Context: an optimization exercise on an open-source flow, tuned for small area and few clock cycles. The choices shown serve that exercise and are no tape-out recipe. The RTL of this run was laid out without a check of its function. No activity file was given, so power comes from the tool's default toggle rates.

File: design/flow/design.v
module framegen (
    input  wire        clk,
    input  wire        rst,           
    input  wire        bus_valid,
    input  wire        bus_we,
    input  wire [5:0]  bus_addr,
    input  wire [1:0]  bus_size,      
    input  wire [31:0] bus_wdata,
    output wire        bus_ready,
    output reg  [31:0] bus_rdata,
    output wire        bus_err,
    output wire        tx_valid,
    output wire [7:0]  tx_data,
    input  wire        tx_ready,
    output wire        irq
);
    localparam CMD_MAX   = 128;
    localparam FRAME_MAX = CMD_MAX + 17;
    localparam OP_NOP = 4'h0, OP_INIT = 4'h1, OP_CLR = 4'h2, OP_PUSH = 4'h3,
               OP_ENCODE = 4'h4, OP_ACK = 4'h5, OP_RESEND = 4'h6,
               OP_ERST = 4'h7, OP_CLREV = 4'h8, OP_RAW = 4'h9;
    localparam C_NONE = 4'd0, C_ILL_OP = 4'd1, C_ILL_RSVD = 4'd2, C_BUSY = 4'd3,
               C_RSTPEND = 4'd4, C_NOFRAME = 4'd5, C_TRUNC = 4'd6;
    reg [31:0] seq;
    reg [1:0]  streak;
    reg [7:0]  cmdlen;
    reg        cmdtrunc;
    reg [7:0]  cmdbuf [0:CMD_MAX-1];
    reg [7:0]  frame  [0:FRAME_MAX-1];
    reg [7:0]  framelen;
    reg [7:0]  txptr;
    reg        txbusy;
    reg        fvalid;
    reg [7:0]  chksum;
    reg        txdone, err_ill, err_state, seqwrap;
    reg [7:0]  ien;
    reg [3:0]  errcause;
    reg [31:0] errcmd;
    wire rstreq = (streak == 2'd3);
    wire [7:0] status_lo = {seqwrap, err_state, err_ill, txdone,
                            cmdtrunc, rstreq, fvalid, txbusy};
    assign irq = |(status_lo & ien & 8'hF4);
    wire [31:0] status = {23'd0, irq, status_lo};
    assign tx_valid = txbusy;
    assign tx_data  = frame[txptr];
    wire tx_fire = txbusy & tx_ready;
    wire tx_last = (txptr + 8'd1 == framelen);
    wire size_ok  = (bus_size == 2'd2) && (bus_addr[1:0] == 2'b00);
    wire [3:0] widx = bus_addr[5:2];
    wire rd_ok = (widx >= 4'd1) && (widx <= 4'd11);
    wire wr_ok = (widx == 4'd0) || (widx == 4'd2) || (widx == 4'd8);
    wire acc_ok = size_ok && (bus_we ? wr_ok : rd_ok);
    assign bus_err = !acc_ok;
    wire is_cmd   = bus_valid && bus_we && acc_ok && (widx == 4'd0);
    wire is_ienwr = bus_valid && bus_we && acc_ok && (widx == 4'd8);
    wire is_seqwr = bus_valid && bus_we && acc_ok && (widx == 4'd2);
    wire [31:0] w   = bus_wdata;
    wire [3:0]  op  = w[3:0];
    reg  [3:0]  cause;
    always @(*) begin
        cause = C_NONE;
        if (op >= 4'hA)
            cause = C_ILL_OP;
        else if (w[7:4] != 4'd0 || w[31:16] != 16'd0 || (op != OP_PUSH && w[15:8] != 8'd0))
            cause = C_ILL_RSVD;
        else begin
            case (op)
                OP_ENCODE: begin
                    if (txbusy)        cause = C_BUSY;
                    else if (rstreq)   cause = C_RSTPEND;
                    else if (cmdtrunc) cause = C_TRUNC;
                end
                OP_RAW: begin
                    if (txbusy)        cause = C_BUSY;
                    else if (cmdtrunc) cause = C_TRUNC;
                end
                OP_ACK, OP_RESEND: begin
                    if (txbusy)        cause = C_BUSY;
                    else if (rstreq)   cause = C_RSTPEND;
                    else if (!fvalid)  cause = C_NOFRAME;
                end
                OP_ERST: begin
                    if (txbusy)        cause = C_BUSY;
                end
                default: ;
            endcase
        end
    end
    wire refused = (cause != C_NONE);
    localparam E_IDLE = 3'd0, E_CONV = 3'd1, E_HDR = 3'd2, E_BODY = 3'd3,
               E_CS = 3'd4, E_LF = 3'd5, E_DONE = 3'd6;
    reg [2:0]  est;
    reg        e_raw;
    reg [31:0] dd_bin;       
    reg [39:0] dd_bcd;       
    reg [5:0]  dd_cnt;
    reg [3:0]  hdr_i;        
    reg [3:0]  ndig;
    reg [7:0]  rd_i;         
    reg [7:0]  wp;           
    reg [7:0]  xacc;         
    reg [1:0]  cs_i;
    wire start_build = is_cmd && !refused && (op == OP_ENCODE || op == OP_RAW)
                       && (est == E_IDLE);
    wire build_done  = (est == E_DONE);
    assign bus_ready = bus_valid && !start_build && !(est != E_IDLE && !build_done);
    wire cmd_fire    = is_cmd && bus_ready;
    reg [39:0] dd_adj;
    integer k;
    always @(*) begin
        for (k = 0; k < 10; k = k + 1)
            dd_adj[4*k +: 4] = (dd_bcd[4*k +: 4] >= 4'd5) ? dd_bcd[4*k +: 4] + 4'd3
                                                          : dd_bcd[4*k +: 4];
    end
    reg [3:0] nd;
    always @(*) begin
        nd = 4'd1;
        for (k = 1; k < 10; k = k + 1)
            if (dd_bcd[4*k +: 4] != 4'd0) nd = k[3:0] + 4'd1;
    end
    reg [7:0] hdr_byte;
    reg [3:0] dsel;
    always @(*) begin
        dsel = ndig - hdr_i;      
        if (hdr_i == 4'd0)       hdr_byte = 8'h4E;
        else if (hdr_i > ndig)   hdr_byte = 8'h20;
        else                     hdr_byte = 8'h30 + {4'd0, dd_bcd[4*dsel +: 4]};
    end
    wire [7:0] cs_h = xacc / 8'd100;
    wire [7:0] cs_t = (xacc / 8'd10) % 8'd10;
    wire [7:0] cs_o = xacc % 8'd10;
    wire [1:0] cs_n = (xacc >= 8'd100) ? 2'd3 : (xacc >= 8'd10) ? 2'd2 : 2'd1;
    reg  [7:0] cs_byte;
    always @(*) begin
        if (cs_i == 2'd0) cs_byte = 8'h2A;
        else if (cs_i == 2'd1) cs_byte = 8'h30 + ((cs_n == 2'd3) ? cs_h : (cs_n == 2'd2) ? cs_t : cs_o);
        else if (cs_i == 2'd2) cs_byte = 8'h30 + ((cs_n == 2'd3) ? cs_t : cs_o);
        else                   cs_byte = 8'h30 + cs_o;
    end
    reg        fw_en;
    reg [7:0]  fw_data;
    always @(*) begin
        fw_en = 1'b0;
        fw_data = 8'h00;
        case (est)
            E_HDR:  begin fw_en = 1'b1; fw_data = hdr_byte; end
            E_BODY: begin fw_en = (rd_i < cmdlen); fw_data = cmdbuf[rd_i]; end
            E_CS:   begin fw_en = 1'b1; fw_data = cs_byte; end
            E_LF:   begin fw_en = 1'b1; fw_data = 8'h0A; end
            default: ;
        endcase
    end
    always @(posedge clk) begin
        if (rst) begin
            est <= E_IDLE;
        end else begin
            case (est)
                E_IDLE: if (start_build) begin
                    e_raw  <= (op == OP_RAW);
                    rd_i   <= 8'd0;
                    wp     <= 8'd0;
                    xacc   <= 8'd0;
                    hdr_i  <= 4'd0;
                    cs_i   <= 2'd0;
                    dd_bin <= seq;
                    dd_bcd <= 40'd0;
                    dd_cnt <= 6'd0;
                    est    <= (op == OP_RAW) ? E_BODY : E_CONV;
                end
                E_CONV: begin
                    dd_bcd <= {dd_adj[38:0], dd_bin[31]};
                    dd_bin <= {dd_bin[30:0], 1'b0};
                    dd_cnt <= dd_cnt + 6'd1;
                    if (dd_cnt == 6'd31) est <= E_HDR;
                end
                E_HDR: begin
                    if (hdr_i == 4'd0) ndig <= nd;
                    wp    <= wp + 8'd1;
                    xacc  <= xacc ^ hdr_byte;
                    hdr_i <= hdr_i + 4'd1;
                    if (hdr_i != 4'd0 && hdr_i > ndig) est <= E_BODY;
                end
                E_BODY: begin
                    if (rd_i < cmdlen) begin
                        wp   <= wp + 8'd1;
                        rd_i <= rd_i + 8'd1;
                        xacc <= xacc ^ cmdbuf[rd_i];
                    end else begin
                        est <= e_raw ? E_LF : E_CS;
                    end
                end
                E_CS: begin
                    wp   <= wp + 8'd1;
                    cs_i <= cs_i + 2'd1;
                    if (cs_i == cs_n)
                        est <= E_LF;
                end
                E_LF: begin
                    wp  <= wp + 8'd1;
                    est <= E_DONE;
                end
                E_DONE: if (bus_valid) est <= E_IDLE;
                default: est <= E_IDLE;
            endcase
        end
    end
    wire push_ok = cmd_fire && !refused && op == OP_PUSH && cmdlen < CMD_MAX;
    integer i;
    always @(posedge clk) begin
        for (i = 0; i < CMD_MAX; i = i + 1)
            if (push_ok && cmdlen == i) cmdbuf[i] <= w[15:8];
        for (i = 0; i < FRAME_MAX; i = i + 1)
            if (fw_en && wp == i) frame[i] <= fw_data;
    end
    always @(posedge clk) begin
        if (rst) begin
            seq <= 32'd1; streak <= 2'd0;
            cmdlen <= 8'd0; cmdtrunc <= 1'b0;
            framelen <= 8'd0; txptr <= 8'd0; txbusy <= 1'b0;
            fvalid <= 1'b0; chksum <= 8'd0;
            txdone <= 1'b0; err_ill <= 1'b0; err_state <= 1'b0; seqwrap <= 1'b0;
            ien <= 8'd0; errcause <= 4'd0; errcmd <= 32'd0;
        end else begin
            if (tx_fire) begin
                txptr <= txptr + 8'd1;
                if (tx_last) begin
                    txbusy <= 1'b0;
                    txdone <= 1'b1;
                end
            end
            if (bus_ready && is_ienwr)
                ien <= bus_wdata[7:0] & 8'hF4;
            if (bus_ready && is_seqwr) begin
                seq    <= bus_wdata;
                streak <= 2'd0;
                fvalid <= 1'b0;
            end
            if (cmd_fire) begin
                if (refused) begin
                    if (cause == C_ILL_OP || cause == C_ILL_RSVD) err_ill <= 1'b1;
                    else                                        err_state <= 1'b1;
                    if (errcause == C_NONE) begin
                        errcause <= cause;
                        errcmd   <= w;
                    end
                end else begin
                    case (op)
                        OP_INIT: begin
                            seq <= 32'd1; streak <= 2'd0;
                            cmdlen <= 8'd0; cmdtrunc <= 1'b0;
                            framelen <= 8'd0; txptr <= 8'd0; txbusy <= 1'b0;
                            fvalid <= 1'b0; chksum <= 8'd0;
                            txdone <= 1'b0; err_ill <= 1'b0; err_state <= 1'b0;
                            seqwrap <= 1'b0; errcause <= 4'd0; errcmd <= 32'd0;
                        end
                        OP_CLR: begin
                            cmdlen <= 8'd0; cmdtrunc <= 1'b0;
                        end
                        OP_PUSH: begin
                            if (cmdlen < CMD_MAX) cmdlen <= cmdlen + 8'd1;
                            else                  cmdtrunc <= 1'b1;
                        end
                        OP_ENCODE, OP_RAW: begin
                            framelen <= wp;
                            txptr    <= 8'd0;
                            txbusy   <= 1'b1;
                            txdone   <= 1'b0;
                            fvalid   <= !e_raw;
                            if (!e_raw) chksum <= xacc;
                        end
                        OP_ACK: begin
                            if (seq == 32'hFFFFFFFF) seqwrap <= 1'b1;
                            seq <= seq + 32'd1;
                            streak <= 2'd0;
                            fvalid <= 1'b0;
                        end
                        OP_RESEND: begin
                            streak <= streak + 2'd1;
                            if (streak != 2'd2) begin
                                txptr  <= 8'd0;
                                txbusy <= 1'b1;
                                txdone <= 1'b0;
                            end
                        end
                        OP_ERST: begin
                            seq <= 32'd1; streak <= 2'd0; fvalid <= 1'b0;
                        end
                        OP_CLREV: begin
                            txdone <= tx_fire && tx_last;
                            err_ill <= 1'b0; err_state <= 1'b0; seqwrap <= 1'b0;
                            errcause <= 4'd0; errcmd <= 32'd0;
                        end
                        default: ;
                    endcase
                end
            end
        end
    end
    always @(*) begin
        case (widx)
            4'd1:  bus_rdata = status;
            4'd2:  bus_rdata = seq;
            4'd3:  bus_rdata = {30'd0, streak};
            4'd4:  bus_rdata = {24'd0, chksum};
            4'd5:  bus_rdata = {24'd0, cmdlen};
            4'd6:  bus_rdata = {24'd0, framelen};
            4'd7:  bus_rdata = {24'd0, txptr};
            4'd8:  bus_rdata = {24'd0, ien};
            4'd9:  bus_rdata = {28'd0, errcause};
            4'd10: bus_rdata = errcmd;
            4'd11: bus_rdata = 32'h01030080;
            default: bus_rdata = 32'd0;
        endcase
    end
endmodule
File: design/flow/run.sh
#!/bin/bash
# synth_recipe.tcl (not shown) runs the flow's synth.tcl, then flattens the netlist and writes it again
# the make line also repeats each setting of config.mk as NAME=value (left out here)
make -C /OpenROAD-flow-scripts/flow DESIGN_CONFIG=/design/flow/config.mk WORK_HOME=/design/flow/orfs CLKGATE_MAP_FILE= SYNTH_SCRIPT=/design/flow/synth_recipe.tcl finish
File: design/flow/config.mk
export PLATFORM = sky130hd
export DESIGN_NAME = framegen
export DESIGN_NICKNAME = framegen
export VERILOG_FILES = /design/flow/design.v
export SDC_FILE = /design/flow/constraint.sdc
export NUM_CORES = 4
export LEC_CHECK = 0
export CAP_MARGIN = 20
export CORE_MARGIN = 2
export CORE_UTILIZATION = 40
export SLEW_MARGIN = 20
File: design/flow/constraint.sdc
create_clock -name core_clock -period 10.0 [get_ports {clk}]
set_input_delay 2.0000 -clock core_clock [delete_from_list [all_inputs] [get_ports {clk}]]
set_output_delay 2.0000 -clock core_clock [all_outputs]
set_load 0.01 [all_outputs]
==> results_dict.tcl <==
set metrics [dict create \
    drc 0 \
    peakVddDrop_uv 136.5 \
    drt_first_iter_violations 15524 \
    stdcell_count 10419 \
    drv_slew 0 \
    fmax_mhz 114.3 \
    cp_max_fo 16 \
    cp.buffers_inverters 2 \
    syn_to_final_growth_pct 18.09 \
    io_pins 89 \
    drive_above_1_share_pct 16.08 \
    max_cap_violations 0 \
    cts-root-buf "clkbuf_16" \
    crit_path_max_incr_delay_ns 0.76 \
    ctsHtreeMaxLevel 5 \
    vias 73636 \
    antenna_found_initial 53 \
    final_area_um2 112600 \
    skew_ns 0.1103 \
    synthDistinctLibCells 97 \
    worst_pin_slew_ns 1.410 \
    yosysMostFrequentCell "edfxtp_1" \
    n_fill_cell 20667 \
    holdBufCountCts 0 \
    placementRows 179 \
    synth_seq_cells 2413 \
    path_cells "nor2_1 > nand2_1 > nor2_1 > buf_4 > a22o_1 > a221oi_1 > nand4_1 > or4_1 > nor3_1 > a31oi_1 > clkdlybuf4s50_1" \
    grt_use_total_pct 42.52 \
    tns_ns 0 \
    syn_inst 6378 \
    synth_area_um2 95330 \
    routabilityCongestion 1.147 \
    initial_core_util_pct 40.16 \
    drt_pass1_iterations 10 \
    die_area_um2 242200 \
    routed_via_density 7.067 \
    cp_common_cell "nor2_1" \
    ys_seq_area_share_pct 74.79 \
    ys.flop_type "edfxtp_1" \
    cts_tree "done" \
    hold_ws_ns 0.4542 \
    grt_pass1_vias 65925 \
    synthTopCellsByCount "edfxtp_1, nor2_1, a22oi_1, nand2_1, a221oi_1" \
    io_buffer_count 88 \
    endpoint_kind "primary output" \
    power_density_nw_per_um2 187.6 \
    slew_headroom_pct 6.026 \
    clk_pin_slew_worst_paths_ns 0.06 \
    fin_crit_ns 8.749 \
    crit_path_top_delay_cell "a221oi_1" \
    cts_sinks 2413 \
    grt_max_degree 146 \
    fin_nets 7168 \
    report.final.setup_viol 0 \
    rsz0062_at_grt "no" \
    worstPathRequired_ns 8.00 \
    wl_mm 529.2 \
    cts_made_buffers 280 \
    p_leak_nw 33.72 \
    die_h_um 492.2 \
    grt_pass1_wl_mm 672.3 \
    place_area_um2 103900 \
    clk_latency_ns 0.98 \
    yosys_warnings 3 \
    ant_nets 0 \
    syn_nets 6502 \
    cpLargestDelayFamily "simple AND/OR/NAND/NOR gates" \
    fin_crit_sh_pct 87.49 \
    yosys.area.top_type "edfxtp_1" \
    crit_arrival_ns 6.75 \
    core_um2 237400 \
    hold_viol_final 0 \
    post_cts_buffers 0 \
    cts_buffer_depth 4 \
    status "no timing/DRC/antenna violations" \
    cts_resized 0 \
    dp.cells 9917 \
    hpwl_mm 376.9 \
    worstSetupStartpointType "flop" \
    hp-class "flop to flop" \
    fin_util_pct 47.42 \
    syn_avg_cell_area_um2 14.95 \
    grt_remaining_overflow 0 \
    async_flop_share_pct 0 \
    worst-setup-path-type "flop to primary output" \
    synth_area_leaders "edfxtp_1, a22oi_1, nor2_1, dfxtp_1, a221oi_1" \
    synth-edff-count 2297 \
    synthDominantCellAreaShare_pct 72.36 \
    die_w_um 492.2 \
    wl_per_cell_um 50.79 \
]
power by group:
part	total [mW]	switching [mW]	internal, mW
sequential	11.0	0.000545	11.0
combinational	0.204	0.171	0.0325
clock	9.95	4.23	5.72
cells in the final DEF, fill, tap and decap left out, types with 28 or more instances in the layout:
| master | count |
|---|---|
| nor2_1 | 628 |
| mux2i_1 | 28 |
| nand4_1 | 166 |
| nor2b_1 | 29 |
| a221oi_1 | 202 |
| o21ai_0 | 70 |
| dfxtp_1 | 116 |
| xnor2_1 | 58 |
| clkinv_2 | 45 |
| a21oi_1 | 160 |
| clkbuf_1 | 47 |
| a22o_1 | 196 |
| clkdlybuf4s50_1 | 79 |
| nand2_1 | 356 |
| nor4_1 | 100 |
| nor2_2 | 207 |
| clkinv_1 | 48 |
| buf_4 | 456 |
| ha_1 | 78 |
| clkbuf_16 | 283 |
| edfxtp_1 | 2297 |
| a22oi_1 | 732 |
| a222oi_1 | 37 |
| inv_1 | 76 |
| and3_1 | 37 |
| nand3_1 | 180 |
| nor3_1 | 73 |
metal layers:
metal  part of all wire, %  up-vias  global-route usage, %
met1                    37    37744                  55.46
met3                    17     1468                  22.30
li1                      -    27152                      -
met4                   6.8       46                  22.60
met5                  0.19        -                  1.859
met2                    39     7226                  56.55
worst register-to-register path: cells and delay by family, from the launching register on:
kind                   cells  cell delay, ns
AOI/OAI and AO/OA          5            2.67
buffers and inverters      3            0.98
and+or+nand+nor            5            2.84
DFF                        1            0.84
final timing paths:
kind             start            to  slack [ns]  cells after the start
max           txptr[7]    tx_data[7]        1.25                     11
max reg2reg    rd_i[5]  frame[90][5]        2.06                     13
min          chksum[4]     chksum[4]        0.45                      2
min reg2reg  chksum[4]     chksum[4]        0.45                      2
per-stage QoR:
step	setup slack [ns]	total power, mW
after floorplan	0.5763	11.22
after global placement	2.023	11.38
after detailed placement	2.103	11.38
after CTS	1.766	21.08
after global routing	1.529	21.43
final	1.251	21.12
layout make-up:
| cell class | count | area (um^2) | share of cell area (%) |
|---|---|---|---|
| timing repair buffer | 559 | 4499 | 3.997 |
| tap | 3167 | 3963 | 3.520 |
| inverter | 80 | 300.3 | 0.2667 |
| clock buffer | 335 | 7327 | 6.508 |
| sequential | 2413 | 71300 | 63.33 |
| multi-input combinational | 3710 | 23930 | 21.25 |
| antenna | 21 | 52.55 | 0.04668 |
| clock inverter | 134 | 1211 | 1.076 |
registers in the layout, indices dropped and copies added (netlist names), 32 cells and up:
| signal | flops |
|---|---|
| cmdbuf | 1024 |
| dd_bcd | 40 |
| dd_bin | 32 |
| errcmd | 32 |
| frame | 1160 |
| seq | 32 |
logic make-up after synthesis:
| kind of cell | count (synthesis) | synth area share [%] |
|---|---|---|
| flip-flops | 2413 | 74.79 |
| AND/OR/NAND/NOR | 1936 | 9.315 |
| AO/OA/AOI/OAI | 1566 | 12.48 |
| buffers and inverters | 255 | 1.013 |
| XOR/XNOR | 85 | 0.7809 |
| adder cells (fa/ha/maj) | 80 | 1.057 |
| multiplexers | 43 | 0.5657 |

static timing again, ports no longer ideal:
The flow's constraints put no driver on any port. The routed layout listed below was extracted and timed again, unchanged, in two steps. Step 1: set_driving_cell puts a clkbuf_16 on clk and a buf_2 on each other input, an assumption about the parent block. Step 2 also shifts input and output timing later by t, the mid clock arrival at the registers, as if the neighbouring blocks saw the same clock. Three values: no drivers, after step 1, after step 2; two values: the first two.
t, ns: 1.028
setup WS [ns]: 1.251 / 1.152 / 1.768
worst setup path after step 2: input to register
worst register clock-pin slew, ns: 0.08 / 0.08
After both steps setup and hold are still met in this run. For this run, drivers alone change the setup slack by -0.099 ns; drivers and shift together by +0.517 ns.
